Context: an optimization exercise on an open-source flow, tuned for small area, a short achievable clock period and few clock cycles. The choices shown serve that exercise and are no tape-out recipe. In this exercise RTL edits were held to simulation tests only and were not proved equivalent to the original. No activity file was given, so power comes from the tool's default toggle rates.

File: flow/run.sh
#!/bin/bash
# synth_recipe.tcl (not shown) runs the flow's synth.tcl, then flattens the netlist and writes it again
# the make line also repeats each setting of config.mk as NAME=value (left out here)
make -C /OpenROAD-flow-scripts/flow DESIGN_CONFIG=/design/flow/config.mk WORK_HOME=/design/flow/orfs CLKGATE_MAP_FILE= SYNTH_SCRIPT=/design/flow/synth_recipe.tcl finish
File: flow/config.mk
export PLATFORM = sky130hd
export DESIGN_NAME = zcan_core
export DESIGN_NICKNAME = zcan_core
export VERILOG_FILES = /design/flow/design.v
export SDC_FILE = /design/flow/constraint.sdc
export NUM_CORES = 4
export LEC_CHECK = 0
export CAP_MARGIN = 20
export CORE_MARGIN = 2
export CORE_UTILIZATION = 40
export SLEW_MARGIN = 20
File: flow/constraint.sdc
create_clock -name core_clock -period 10.0 [get_ports {clk}]
set_input_delay 2.0000 -clock core_clock [delete_from_list [all_inputs] [get_ports {clk}]]
set_output_delay 2.0000 -clock core_clock [all_outputs]
set_load 0.01 [all_outputs]
File: flow/design.v
module zcan_core (
    input  wire        clk,
    input  wire        rst,         
    input  wire        cmd_valid,
    output wire        cmd_ready,
    input  wire [31:0] cmd_word,
    input  wire [3:0]  rd_idx,
    output reg  [31:0] rd_data,
    output wire        tx_valid,
    output wire [7:0]  tx_data,
    input  wire        tx_ready
);
    localparam [7:0] OP_NOP         = 8'h00,
                     OP_SETLO       = 8'h01,
                     OP_SETHI       = 8'h02,
                     OP_ERR_CLR     = 8'h03,
                     OP_CRC_CFG     = 8'h10,
                     OP_CRC_INIT    = 8'h11,
                     OP_CRC_BYTE    = 8'h12,
                     OP_ENC_LONG    = 8'h20,
                     OP_ENC_CV17    = 8'h21,
                     OP_ENC_CV18    = 8'h22,
                     OP_DEC_LONG    = 8'h23,
                     OP_ENC_CONSIST = 8'h24,
                     OP_ENC_CV19    = 8'h25,
                     OP_ENC_CV20    = 8'h26,
                     OP_DEC_CONSIST = 8'h27,
                     OP_CV_PACK     = 8'h28,
                     OP_CV_UNPACK   = 8'h29,
                     OP_RX_BYTE     = 8'h30,
                     OP_RX_RESET    = 8'h31,
                     OP_TX_SOF      = 8'h38,
                     OP_TX_BYTE     = 8'h39,
                     OP_TX_CRC      = 8'h3A,
                     OP_TX_EOF      = 8'h3B;
    localparam [3:0] C_ILLEGAL_OPC = 4'd1,
                     C_RESERVED_NZ = 4'd2,
                     C_BAD_REG     = 4'd3,
                     C_BAD_IMM     = 4'd4,
                     C_TX_SEQ      = 4'd5;
    localparam [1:0] S_IDLE = 2'd0,
                     S_EXEC = 2'd1,
                     S_CRC  = 2'd2,
                     S_TX   = 2'd3;
    localparam [7:0] SOH = 8'h01, DLE = 8'h10, EOT = 8'h17;
    reg [1:0]  state;
    reg [31:0] word_q;
    reg [31:0] opa, opb, crc_poly, crc_seed, crc_mask, crc;
    reg [31:0] res_lo, res_hi;
    reg        st_valid, st_cerr;
    reg [3:0]  st_cause;
    reg        tx_in_frame;
    reg [7:0]  crc_b;
    reg [2:0]  crc_cnt;
    reg [7:0]  tx_buf [0:3];
    reg [2:0]  tx_len;
    reg [2:0]  tx_pos;
    assign cmd_ready = (state == S_IDLE);
    assign tx_valid  = (state == S_TX);
    assign tx_data   = tx_buf[tx_pos[1:0]];
    wire [7:0]  opc   = word_q[31:24];
    wire [3:0]  reg_i = word_q[19:16];
    wire [15:0] imm16 = word_q[15:0];
    wire [7:0]  b8    = word_q[7:0];
    reg fmt_n, fmt_b, fmt_r, opc_ok;
    always @(*) begin
        fmt_n = 1'b0; fmt_b = 1'b0; fmt_r = 1'b0;
        case (opc)
            OP_NOP, OP_ERR_CLR, OP_CRC_INIT,
            OP_ENC_LONG, OP_ENC_CV17, OP_ENC_CV18, OP_DEC_LONG,
            OP_ENC_CONSIST, OP_ENC_CV19, OP_ENC_CV20, OP_DEC_CONSIST,
            OP_CV_PACK, OP_CV_UNPACK, OP_RX_RESET,
            OP_TX_SOF, OP_TX_EOF:                    fmt_n = 1'b1;
            OP_CRC_CFG, OP_CRC_BYTE, OP_RX_BYTE,
            OP_TX_BYTE, OP_TX_CRC:                   fmt_b = 1'b1;
            OP_SETLO, OP_SETHI:                      fmt_r = 1'b1;
            default: ;
        endcase
        opc_ok = fmt_n | fmt_b | fmt_r;
    end
    reg [3:0] err_cause;    
    always @(*) begin
        err_cause = 4'd0;
        if (!opc_ok)
            err_cause = C_ILLEGAL_OPC;
        else if (word_q[23:20] != 4'd0)
            err_cause = C_RESERVED_NZ;
        else if (fmt_n && word_q[19:0] != 20'd0)
            err_cause = C_RESERVED_NZ;
        else if (fmt_b && word_q[19:8] != 12'd0)
            err_cause = C_RESERVED_NZ;
        else if (fmt_r && reg_i > 4'd5)
            err_cause = C_BAD_REG;
        else if (opc == OP_CRC_CFG && b8 > 8'd1)
            err_cause = C_BAD_IMM;
        else if (opc == OP_TX_CRC && b8 != 8'd1 && b8 != 8'd2)
            err_cause = C_BAD_IMM;
        else if (opc == OP_TX_SOF && tx_in_frame)
            err_cause = C_TX_SEQ;
        else if ((opc == OP_TX_BYTE || opc == OP_TX_CRC || opc == OP_TX_EOF) && !tx_in_frame)
            err_cause = C_TX_SEQ;
    end
    localparam [31:0] ADDR_MAX = 32'd10239;
    wire        long_ok   = (opa >= 32'd1) && (opa <= ADDR_MAX);
    wire [15:0] long_addr = 16'hC000 | {2'b00, opa[13:0]};
    wire        dec_bytes_ok = (opa <= 32'hFF) && (opb <= 32'hFF);
    wire [15:0] dec_long_v   = {2'b00, opa[5:0], 8'h00} + {8'h00, opb[7:0]};
    wire        dec_long_ok  = dec_bytes_ok && (dec_long_v <= 16'd10239);
    wire        cons_ok   = (opa <= ADDR_MAX);
    wire [13:0] cons_addr = opa[13:0];
    wire [13:0] cons_mod  = cons_addr % 14'd100;
    wire [13:0] cons_div  = cons_addr / 14'd100;
    reg  [7:0]  cv19, cv20;
    always @(*) begin
        if (cons_addr == 14'd0) begin
            cv19 = 8'd0;
            cv20 = 8'd0;
        end else begin
            if (cons_addr > 14'd127) begin
                cv19 = cons_mod[7:0];
                cv20 = cons_div[7:0];
            end else begin
                cv19 = cons_addr[7:0];
                cv20 = 8'd0;
            end
            if (opb[0])
                cv19 = cv19 | 8'h80;
        end
    end
    wire [15:0] dec_cons_v  = {9'd0, opa[6:0]} + opb[7:0] * 16'd100;
    wire        dec_cons_ok = dec_bytes_ok &&
                              ((opb[7:0] == 8'd0) ? (opa[6:0] != 7'd0)
                                                  : (dec_cons_v <= 16'd10239));
    wire [63:0] cv_key = {16'h0000,
                          opa[19] ? opb[31:24] : 8'h00,
                          opa[18] ? opb[23:16] : 8'h00,
                          opa[17] ? opb[15:8]  : 8'h00,
                          opa[16] ? opb[7:0]   : 8'h00,
                          opa[15:0]};
    wire        unpack_ok = (opb[31:16] == 16'd0);
    reg         codec_op;
    reg         codec_some;
    reg  [63:0] codec_val;
    always @(*) begin
        codec_op   = 1'b1;
        codec_some = 1'b0;
        codec_val  = 64'd0;
        case (opc)
            OP_ENC_LONG:    begin codec_some = long_ok;     codec_val = {48'd0, long_addr}; end
            OP_ENC_CV17:    begin codec_some = long_ok;     codec_val = {56'd0, long_addr[15:8]}; end
            OP_ENC_CV18:    begin codec_some = long_ok;     codec_val = {56'd0, opa[7:0]}; end
            OP_DEC_LONG:    begin codec_some = dec_long_ok; codec_val = {48'd0, dec_long_v}; end
            OP_ENC_CONSIST: begin codec_some = cons_ok;     codec_val = {48'd0, cv19, cv20}; end
            OP_ENC_CV19:    begin codec_some = cons_ok;     codec_val = {56'd0, cv19}; end
            OP_ENC_CV20:    begin codec_some = cons_ok;     codec_val = {56'd0, cv20}; end
            OP_DEC_CONSIST: begin codec_some = dec_cons_ok; codec_val = {48'd0, dec_cons_v}; end
            OP_CV_PACK:     begin codec_some = 1'b1;        codec_val = cv_key; end
            OP_CV_UNPACK:   begin codec_some = unpack_ok;   codec_val = {opb[15:0], opa[31:16], 16'd0, opa[15:0]}; end
            default:        codec_op = 1'b0;
        endcase
    end
    function needs_esc(input [7:0] b);
        needs_esc = (b == SOH) || (b == DLE) || (b == EOT);
    endfunction
    reg [31:0] wr_val;
    always @(*) begin
        case (reg_i)
            4'd0: wr_val = opa;
            4'd1: wr_val = opb;
            4'd2: wr_val = crc_poly;
            4'd3: wr_val = crc_seed;
            4'd4: wr_val = crc_mask;
            default: wr_val = crc;
        endcase
        if (opc == OP_SETLO)
            wr_val[15:0] = imm16;
        else
            wr_val[31:16] = imm16;
    end
    wire crc_t = crc[0] ^ crc_b[0];
    always @(posedge clk) begin
        if (rst) begin
            state       <= S_IDLE;
            word_q      <= 32'd0;
            opa         <= 32'd0;
            opb         <= 32'd0;
            crc_poly    <= 32'h0000008C;
            crc_seed    <= 32'h000000FF;
            crc_mask    <= 32'h000000FF;
            crc         <= 32'h000000FF;
            res_lo      <= 32'd0;
            res_hi      <= 32'd0;
            st_valid    <= 1'b0;
            st_cerr     <= 1'b0;
            st_cause    <= 4'd0;
            tx_in_frame <= 1'b0;
            crc_b       <= 8'd0;
            crc_cnt     <= 3'd0;
            tx_buf[0]   <= 8'd0;
            tx_buf[1]   <= 8'd0;
            tx_buf[2]   <= 8'd0;
            tx_buf[3]   <= 8'd0;
            tx_len      <= 3'd0;
            tx_pos      <= 3'd0;
        end else begin
            case (state)
                S_IDLE: begin
                    if (cmd_valid) begin
                        word_q <= cmd_word;
                        state  <= S_EXEC;
                    end
                end
                S_EXEC: begin
                    state <= S_IDLE;
                    if (err_cause != 4'd0) begin
                        if (!st_cerr)
                            st_cause <= err_cause;
                        st_cerr <= 1'b1;
                    end else if (codec_op) begin
                        st_valid <= codec_some;
                        res_lo   <= codec_some ? codec_val[31:0]  : 32'd0;
                        res_hi   <= codec_some ? codec_val[63:32] : 32'd0;
                    end else begin
                        case (opc)
                            OP_SETLO, OP_SETHI: begin
                                case (reg_i)
                                    4'd0: opa      <= wr_val;
                                    4'd1: opb      <= wr_val;
                                    4'd2: crc_poly <= wr_val;
                                    4'd3: crc_seed <= wr_val;
                                    4'd4: crc_mask <= wr_val;
                                    default: crc   <= wr_val;
                                endcase
                            end
                            OP_ERR_CLR: begin
                                st_cerr  <= 1'b0;
                                st_cause <= 4'd0;
                            end
                            OP_CRC_CFG: begin
                                if (b8[0]) begin
                                    crc_poly <= 32'h00008810;
                                    crc_seed <= 32'h0000FFFF;
                                    crc_mask <= 32'h0000FFFF;
                                end else begin
                                    crc_poly <= 32'h0000008C;
                                    crc_seed <= 32'h000000FF;
                                    crc_mask <= 32'h000000FF;
                                end
                            end
                            OP_CRC_INIT: crc <= crc_seed;
                            OP_CRC_BYTE: begin
                                crc_b   <= b8 & crc_mask[7:0];
                                crc_cnt <= 3'd0;
                                state   <= S_CRC;
                            end
                            OP_TX_SOF: begin
                                tx_buf[0]   <= SOH;
                                tx_buf[1]   <= SOH;
                                tx_len      <= 3'd2;
                                tx_pos      <= 3'd0;
                                tx_in_frame <= 1'b1;
                                state       <= S_TX;
                            end
                            OP_TX_EOF: begin
                                tx_buf[0]   <= EOT;
                                tx_len      <= 3'd1;
                                tx_pos      <= 3'd0;
                                tx_in_frame <= 1'b0;
                                state       <= S_TX;
                            end
                            OP_TX_BYTE: begin
                                if (needs_esc(b8)) begin
                                    tx_buf[0] <= DLE;
                                    tx_buf[1] <= b8 ^ 8'h20;
                                    tx_len    <= 3'd2;
                                end else begin
                                    tx_buf[0] <= b8;
                                    tx_len    <= 3'd1;
                                end
                                tx_pos <= 3'd0;
                                state  <= S_TX;
                            end
                            OP_TX_CRC: begin
                                if (needs_esc(crc[7:0])) begin
                                    tx_buf[0] <= DLE;
                                    tx_buf[1] <= crc[7:0] ^ 8'h20;
                                    if (b8 == 8'd2) begin
                                        if (needs_esc(crc[15:8])) begin
                                            tx_buf[2] <= DLE;
                                            tx_buf[3] <= crc[15:8] ^ 8'h20;
                                            tx_len    <= 3'd4;
                                        end else begin
                                            tx_buf[2] <= crc[15:8];
                                            tx_len    <= 3'd3;
                                        end
                                    end else begin
                                        tx_len <= 3'd2;
                                    end
                                end else begin
                                    tx_buf[0] <= crc[7:0];
                                    if (b8 == 8'd2) begin
                                        if (needs_esc(crc[15:8])) begin
                                            tx_buf[1] <= DLE;
                                            tx_buf[2] <= crc[15:8] ^ 8'h20;
                                            tx_len    <= 3'd3;
                                        end else begin
                                            tx_buf[1] <= crc[15:8];
                                            tx_len    <= 3'd2;
                                        end
                                    end else begin
                                        tx_len <= 3'd1;
                                    end
                                end
                                tx_pos <= 3'd0;
                                state  <= S_TX;
                            end
                            default: ;    
                        endcase
                    end
                end
                S_CRC: begin
                    crc     <= (crc >> 1) ^ (crc_t ? crc_poly : 32'd0);
                    crc_b   <= crc_b >> 1;
                    crc_cnt <= crc_cnt + 3'd1;
                    if (crc_cnt == 3'd7)
                        state <= S_IDLE;
                end
                S_TX: begin
                    if (tx_ready) begin
                        tx_pos <= tx_pos + 3'd1;
                        if (tx_pos + 3'd1 == tx_len)
                            state <= S_IDLE;
                    end
                end
                default: state <= S_IDLE;
            endcase
        end
    end
    always @(*) begin
        case (rd_idx)
            4'd0:  rd_data = opa;
            4'd1:  rd_data = opb;
            4'd2:  rd_data = crc_poly;
            4'd3:  rd_data = crc_seed;
            4'd4:  rd_data = crc_mask;
            4'd5:  rd_data = crc;
            4'd6:  rd_data = res_lo;
            4'd7:  rd_data = res_hi;
            4'd8:  rd_data = {24'd0, st_cause, 2'b00, st_cerr, st_valid};
            4'd11: rd_data = {31'd0, tx_in_frame};
            default: rd_data = 32'd0;    
        endcase
    end
endmodule
==> summary.txt <==
==> report_power, final <==
part           leakage [µW]  internal, µW  switching (µW)
Clock              0.000652           910             609
Combinational       0.00471           101             229
Sequential          0.00281          1410            43.0
==> through the flow <==
step / area [µm²] / setup slack [ns] / hold slack (ns) / cells
4_1_cts: 23300 / 3.36 / 0.451 / 3411
6_report: 23300 / 3.24 / 0.455 / 3413
2_1_floorplan: 20700 / 4.50 / 0.425 / 2767
3_3_place_gp: 22000 / 3.44 / 0.434 / 3343
5_1_grt: 23300 / 3.17 / 0.477 / 3411
3_5_place_dp: 22000 / 3.36 / 0.443 / 3343
==> layout by cell type, fill, tap and decap left out, drive strengths merged, types with 19 or more instances in the layout <==
cell,count
nor4,19
a31oi,38
a21oi,302
nor2,347
ha,52
xor2,22
a211oi,72
a211o,29
clkbuf,62
nand3,38
nand2,449
nor3,42
inv,55
and2,45
xnor2,42
clkdlybuf4s50,80
a22oi,168
o21ai,63
buf,57
dfxtp,348
a222oi,80
nand4,40
a21o,27
mux2i,26
==> final timing paths <==
path | end | slack, ns
worst max register to register | res_lo[18] | 3.66
worst min-delay path | word_q[20] | 0.46
worst min register to register | word_q[20] | 0.46
worst max-delay path | rd_data[6] | 3.24
==> tightest hold or removal path, stage by stage, from the launching register on <==
cell and delay (ns):
dfxtp_1 0.31, nand2_1 0.05, a21oi_1 0.05
==> cells by family after synthesis <==
kind of cell             after synthesis  share of synthesized area
AO/OA/AOI/OAI                        892                      0.299
XOR/XNOR                              64                     0.0278
adder cells (fa/ha/maj)               59                     0.0368
buffers and inverters                296                     0.0555
flip-flops                           348                      0.336
multiplexers                          27                     0.0139
AND/OR/NAND/NOR                     1081                      0.231
==> area by class of cell <==
class                   instances  area, µm²  share of cell area
diodes                          2       5.00            0.000215
clock buffers                  62       1220              0.0522
clock inverters                 6        116             0.00499
inverters                      55        206             0.00886
multi-input cells            2123      12700               0.545
flip-flops and latches        348       6970               0.299
well taps                     680        851              0.0365
repair buffers                137       1250              0.0536
==> synthesized netlist by cell type (19+ instances only) <==
| master | n |
|---|---|
| a222oi_1 | 80 |
| a22oi_1 | 168 |
| a211oi_1 | 71 |
| nor3_1 | 39 |
| o21ai_0 | 57 |
| nand3_1 | 38 |
| ha_1 | 52 |
| xor2_1 | 22 |
| mux2i_1 | 25 |
| dfxtp_1 | 348 |
| nand2_1 | 448 |
| a211o_1 | 29 |
| and2_1 | 44 |
| xnor2_1 | 40 |
| a31oi_1 | 38 |
| nand4_1 | 40 |
| clkbuf_1 | 217 |
| nor2_1 | 346 |
| a21o_1 | 27 |
| inv_1 | 55 |
| a21oi_1 | 295 |
| nor4_1 | 19 |
==> flip-flops by register name, summed over array words and instances (netlist names), named ones only <==
signal	count
crc_seed	32
tx_len	3
crc_b	8
res_hi	32
state	2
crc	32
tx_in_frame	1
st_cerr	1
crc_mask	32
tx_pos	3
res_lo	32
st_valid	1
opa	32
crc_cnt	3
tx_buf	32
st_cause	3
word_q	32
opb	32
crc_poly	32
==> routing by layer <==
metal | share of wire | routed length (µm)
met1 | 0.39 | 33900
met2 | 0.44 | 37700
met3 | 0.11 | 9670
met4 | 0.056 | 4860
met5 | 0.00019 | 16
==> results.toml <==
[clock_network]
cts.reportedPaths.clkPinSlew_ns = 0.05
hold_buffers = 0
cts-root-buf = "clkbuf_16"
post_cts_buffers = 0
cts.sinks = 348
clkLatencyLatePin_ns = 0.56
ctsHtreeMaxLevel = 2
numCtsBuffers = 40
cts_resized = 0
clock_path_buffers = 3
tritoncts = "yes"

[global_route]
antenna_found_initial = 2
grt_pass1_wl_um = 129000
busiest_layer = "met2"
grt_use_met3 = 0.0650
overflow = 0
grt_pass1_vias = 20900
use_met2 = 0.485
globalRouteMet1Util = 0.402
grt_max_degree = 188
grt_use_total = 0.311

[synthesis]
yosysUniqueCellTypes = 97
syn_area_mm2 = 0.0207
synthArstFlopShare = 0
ys_ff_latch = 348
synth_top_area_cell = "dfxtp_1"
avgSynthCellArea_um2 = 7.48
synth_edf_count = 0
synthTopCellsByArea = "dfxtp_1, nand2_1, a21oi_1"
post-synth-top-area-fraction = 0.336
synth_nets = 2863
synth_warnings = 2
syn-instance-count = 2767
yosysSeqAreaShare = 0.336
synth_ff_type = "dfxtp_1"

[routing]
drt_iter0_drc = 3574
wl_per_cell_um = 25.2
viasPerCell = 6.56
drc = 0
detail-route-antenna-nets = 0
vias = 22400
finalWirelength_um = 86100
dr.pass1.iters = 12

[min_path]
worstHoldPathCells = 2
holdCritStartpoint = "word_q[20]"
min_path_type = "reg -> reg"

[final_layout]
finish.utilization = 0.454
drive_gt1_frac = 0.0688
syn_to_final_growth_pct = 12.6
fin_nets = 2801
fillers = 5053

[pwr]
peakVddDrop_v = 0.000103
finalPower_uw = 3300
powerDensity_mw_per_mm2 = 141
leakagePower_uw = 0.00817

[job]
cap_violations = 0

[sta]
slew_viol_final = 0
hold_viol_final = 0
finalCritPeriodShare = 0.676
clock_skew_ns = 0.0191
rsz0062_at_grt = "false"
finalSetupViolCount = 0
fin_crit_ns = 6.76
relSlewSlack = 0.282
fmax_mhz = 148
setup_tns_ns = 0
worst_slew_pin_slew_ns = 1.08

[floorplan]
design.core.area_mm2 = 0.0513
die_area_mm2 = 0.0536
die_h_um = 232
io_pins = 82
dieWidth_um = 232
start_util = 0.404
num_rows = 83

[worst_setup_path]
path_max_fanout = 31
cp_cell_sequence = "clkdlybuf4s50_1 > nand2b_1 > nor2_2 > buf_4 > a22o_1 > a221oi_1 > nand3_1 > clkdlybuf4s50_1"
cp_common_cell = "clkdlybuf4s50_1"
crit_cells = 8
critPathArrivalTime_ns = 4.76
critPathLaunch = "rd_idx[3]"
reg2reg_depth = 22
max_stage_delay_ns = 0.77
cp-start-kind = "input port"
critical_path_class = "in -> out"
crit_family = "buffers and inverters"
cp_num_buf_inv = 3
rr_startpoint = "opb[1]"
required_ns = 8.00
critPathCaptureType = "primary output"
cpMaxStageDelayCell = "clkdlybuf4s50_1"

[placement]
hpwl_um = 56800
port_buffers = 81
gp_congestion = 0.963

[status]
outcome = "complete, no violations"
Testbench counts, summed over its fixed seeds: cycles 33,889.

## port drivers added, routing unchanged
The results above use ideal ports. As a check the final layout listed here was re-extracted and re-timed, cells and wires unchanged. Step 1, drivers: a clkbuf_16 drives clk and a buf_2 each remaining input, both assumed. Step 2 moves the port delays by t, midway between the first and last clock arrival at a register: inputs arrive t later, outputs are due t later. That takes back most of the time a late clock gives input paths. a / b / c = ideal ports / drivers / drivers and shift; a / b = the first two.
t, ns: 0.603
setup slack, ns: 3.242 / 3.182 / 3.182
worst setup path after step 2: input to output
After both steps this run still meets setup and hold. The setup slack of this run moves by -0.060 ns with the drivers and by -0.060 ns with both steps.
